Background: an optimization exercise with open tools, aiming at a short achievable clock period and few clock cycles. Do not read the settings as production practice.
Only simulation tests tie the RTL to the original design; equivalence was not proved.
Power figures rest on the tool's default switching activity, not on a simulated workload.

==> v19 <==
Design tcpu_core, start of the top module:
module tcpu_core (
    input  wire       clk,
    input  wire       rst,
    input  wire       start,
    input  wire [15:0] budget,
    output reg        mem_req,
    output reg        mem_we,
    output wire [7:0] mem_addr,
    output reg  [7:0] mem_wdata,
    input  wire       mem_ready,
    input  wire [7:0] mem_rdata,
    output reg        tty_valid,
    output reg  [7:0] tty_data,
    output reg  [2:0] status,
    output reg  [7:0] acc,
    output reg  [7:0] pc,
    output reg  [7:0] ir,
    output reg        cf,
    output wire       zf
);
Settings: LEC_CHECK=0, CAP_MARGIN=20, CORE_MARGIN=2, CORE_UTILIZATION=25, SETUP_SLACK_MARGIN=3.5, SLEW_MARGIN=20; clock period 6.0 ns.
run.sh (not shown) runs the stock make flow with config.mk's settings and CLKGATE_MAP_FILE= SYNTH_SCRIPT=/design/flow/synth_recipe.tcl, a recipe that flattens the netlist after the stock synthesis.
==> v12 (differences from v19) <==
--- a/flow/design.v
+++ b/flow/design.v
@@ -86,12 +86,13 @@
                F_LDSA = 13,
                F_HALT = 14,
                F_TTYI = 15,
                F_SP   = 16,   
                F_ADS  = 17,   
-               F_FSD  = 18;   
-    localparam NF = 19;
+               F_FSD  = 18,   
+               F_BEQ  = 19;   
+    localparam NF = 20;
     function [NC+NF-1:0] classify(input [7:0] op);
         reg [NC-1:0] c;
         reg [NF-1:0] f;
         begin
             c = {NC{1'b0}};
@@ -132,10 +133,11 @@
             f[F_TTYI] = (op == OP_TTYI);
             f[F_SP]   = (op == OP_PHA) || (op == OP_PHI) || (op == OP_JSR) || (op == OP_RTS) ||
                         (op == OP_PLA) || (op == OP_LDSA) || (op == OP_STSA) || (op == OP_SINC);
             f[F_ADS]  = (op == OP_ADDI) || (op == OP_ADDR) || (op == OP_SUBI) || (op == OP_SUBR);
             f[F_FSD]  = (op == OP_JMP) || (op == OP_JMPI) || (op == OP_LDRI) || (op == OP_STRI);
+            f[F_BEQ]  = (op == OP_JEQ);
             classify = {f, c};
         end
     endfunction
     reg [NS-1:0] st;        
     reg        fsel;        
@@ -162,12 +164,12 @@
     reg        fwd_sp;      
     wire       use_alt = hold | fwd_sp;
     assign zf = (acc == 8'h00);
     wire [7:0] altv = fwd_sp ? spc : alt;
     wire [7:0] rd   = use_alt ? altv : mem_rdata;
-    wire       fast = !b1h && !use_alt;           
-    wire [7:0] slow = b1h ? hb1 : altv;
+    reg        fast;                              
+    reg  [7:0] slow;
     wire [7:0] b1v  = fast ? mem_rdata : slow;    
     wire       en   = mem_ready | ~mem_req;
     assign mem_addr = fsf ? mem_rdata : (fsel ? slow : addr_q);
     reg        bud_zero;    
     wire s_idle = st[I_IDLE], s_ft = st[I_FT], s_rf = st[I_RF], s_rfn = st[I_RFN],
@@ -577,11 +579,11 @@
                             b_req = 1'b1; b_we = 1'b1; b_addr = 8'hFF; b_wdata = spc;
                         end
                     end
                 endcase
         end
-        if (s_spr2) begin
+        if (s_spr2 && !spv) begin
             n_spc = rd; n_spv = 1'b1; n_spd = 1'b0;
         end else if (su) begin
             n_spc = su_val; n_spv = 1'b1; n_spd = 1'b1;
         end else if (mem_req && mem_we && mem_addr == 8'hFF) begin
             n_spc = mem_wdata; n_spv = 1'b1; n_spd = 1'b0;
@@ -618,14 +620,18 @@
     wire [7:0] f_a     = (n_late && fast) ? lv_f_a : (n_late ? lv_s_a : n_a);
     wire [7:0] f_wdata = (w_late && fast) ? lv_f_w : (w_late ? lv_s_w : b_wdata);
     wire [7:0] f_addr  = (a_late && fast) ? (a_inc ? mem_rdata + 8'd1 : mem_rdata) :
                          a_late ? (a_inc ? slow + 8'd1 : slow) : b_addr;
     wire [7:0] f_ir = ir_late ? b1v : n_ir;
+    wire flags_final = s_rf || s_rfn || s_rfh || (s_x3 && cl[C_RINC]) ||
+                       (s_dec && cl[C_ONE] && !fl[F_ROL] && !fl[F_AINC] && !fl[F_ADEC]);
+    wire fsd_next = n_cls[NC+F_FSD] ||
+                    flags_final && (n_cls[NC+F_BEQ] && zf || n_cls[NC+F_JCS] && cf);
     wire n_fwd = mem_req && !mem_we && (mem_addr == 8'hFF) && n_spv && !s_spr && !s_idle;
     wire [NC+NF-1:0] raw_cls = ir_late ? (fast ? classify(mem_rdata) : classify(slow)) :
                                hop_fe ? classify(8'hFE) : classify(nxt);
-    wire             spr_need = raw_cls[NC+F_SP] && !n_spv;
+    wire             spr_need = raw_cls[NC+F_SP] && !spv && !(s_dec && cl[C_ONE] && fl[F_RSP]);
     wire [NC+NF-1:0] n_cls = {raw_cls[NC+NF-1:NC],
                               spr_need ? ({{(NC-1){1'b0}}, 1'b1} << C_SPR) : raw_cls[NC-1:0]};
     always @(posedge clk) begin
         tty_valid <= 1'b0;
         if (rst) begin
@@ -637,29 +643,47 @@
             {fl, cl}  <= classify(8'h00);
             s_ex      <= 1'b0;
             cf        <= 1'b0;
             hold      <= 1'b0;
             fwd_sp    <= 1'b0;
+            fast      <= 1'b1;
+            slow      <= 8'h00;
             spv       <= 1'b0;
             spd       <= 1'b0;
             b1h       <= 1'b0;
             bud_en    <= 1'b0;
             bud_cnt   <= 15'd0;
             bud_zero  <= 1'b0;
             mem_req   <= 1'b1;
             mem_we    <= 1'b0;
             fsel      <= 1'b0;
             fsf       <= 1'b0;
+            pst       <= 3'd0;
+            b1        <= 8'h00;
+            b2        <= 8'h00;
+            w         <= 8'h00;
+            nxt       <= 8'h00;
+            hb1       <= 8'h00;
+            fN        <= 1'b0;
+            fFF       <= 1'b0;
+            spc       <= 8'h00;
+            alt       <= 8'h00;
+            addr_q    <= 8'h00;
+            mem_wdata <= 8'h00;
         end else if (!en && !s_idle) begin
             if (!use_alt) begin
                 alt     <= mem_rdata;
                 hold    <= 1'b1;
                 fsf     <= 1'b0;
+                fast    <= 1'b0;
+                if (!b1h) slow <= mem_rdata;
             end
         end else begin
             hold      <= 1'b0;
             fwd_sp    <= n_fwd;
+            fast      <= !n_b1h && !n_fwd;
+            slow      <= n_b1h ? n_hb1 : n_spc;    
             st        <= n_st;
             status    <= n_status;
             pst       <= n_pst;
             pc        <= n_pc;
             ir        <= f_ir;
@@ -678,12 +702,12 @@
             spv       <= n_spv;
             spd       <= n_spd;
             mem_req   <= b_req;
             mem_we    <= b_we;
             addr_q    <= f_addr;
-            fsel      <= upd_ir ? n_cls[NC+F_FSD] : n_fsel;
-            fsf       <= (upd_ir ? n_cls[NC+F_FSD] : n_fsel) && !n_b1h && !n_fwd;
+            fsel      <= upd_ir ? fsd_next : n_fsel;
+            fsf       <= (upd_ir ? fsd_next : n_fsel) && !n_b1h && !n_fwd;
             mem_wdata <= f_wdata;
             if (n_wa) acc <= f_a;
             if (w_late) w <= f_wdata;
             if (n_tty) begin
                 tty_valid <= 1'b1;
==> comparison table <==
item	v12	v19
Start of the worst register-to-register path	pc[1]$_SDFFE_PP0P_	fwd_sp$_SDFFE_PP0N_
Proportion of cell area spent on the clock network	1.50%	1.65%
Slew at the pin with the worst max-slew slack	1.10 ns	1.32 ns
Netlist Area Pre-Place	23,400 um^2	22,500 um^2
Fraction of final layout cells sized beyond drive strength 1	40.3%	44.8%
Well-tap cell count	1,254	1,176
Fill cell instance count of the final layout	9,010	8,444
Cell accounting for the most synthesized area	sky130_fd_sc_hd__dfxtp_1	sky130_fd_sc_hd__edfxtp_1
Outcome	timing/DRC/antenna clean	timing/DRC/antenna clean
Critical path peak fanout	8	6
# clk buffers	18	20
Critical path required time	4.80 ns	6.25 ns
Number of global-route vias before repair	31,100	30,400
Post-CTS sizing	1,157	1,127
Maximum number of pins on one net before global-route repair	69	55
Leak Pwr	0.0135 uW	0.0137 uW
Placement row count	112	110
Mean Syn Cell Area	6.70 um^2	7.18 um^2
Detail-routed net length per standard cell	30.9 um	34.6 um
Testbench counts of v19, summed over its fixed seeds: cycles 203,154.
Testbench counts of v12, summed over its fixed seeds: cycles 200,980.

[separate check: timing with driven ports]
How much do the figures lean on ideal ports? The routed layouts below were timed once more, with nothing changed but the port constraints.
Step 1 assumes that a clkbuf_16 drives the clock port and a buf_2 every other input.
Step 2, shift: input delay + t, output delay - t, t = (earliest + latest rising clock arrival at the registers) / 2. This alone moves slack from input paths to output paths.
Slacks: ideal ports / drivers / drivers and shift; pairs: ideal ports / drivers.
run	t, ns	setup WS [ns]	slew at the worst register clock pin (ns)	worst data-port slew with drivers (ns)
v19	0.597	2.617 / 2.553 / 2.336	0.09 / 0.09	0.07
v12	0.614	2.946 / 2.872 / 2.415	0.11 / 0.11	0.10
After both steps every run listed still meets setup and hold. The setup slack of v12, which loses most, moves by -0.074 ns with the drivers and by -0.531 ns with both steps.
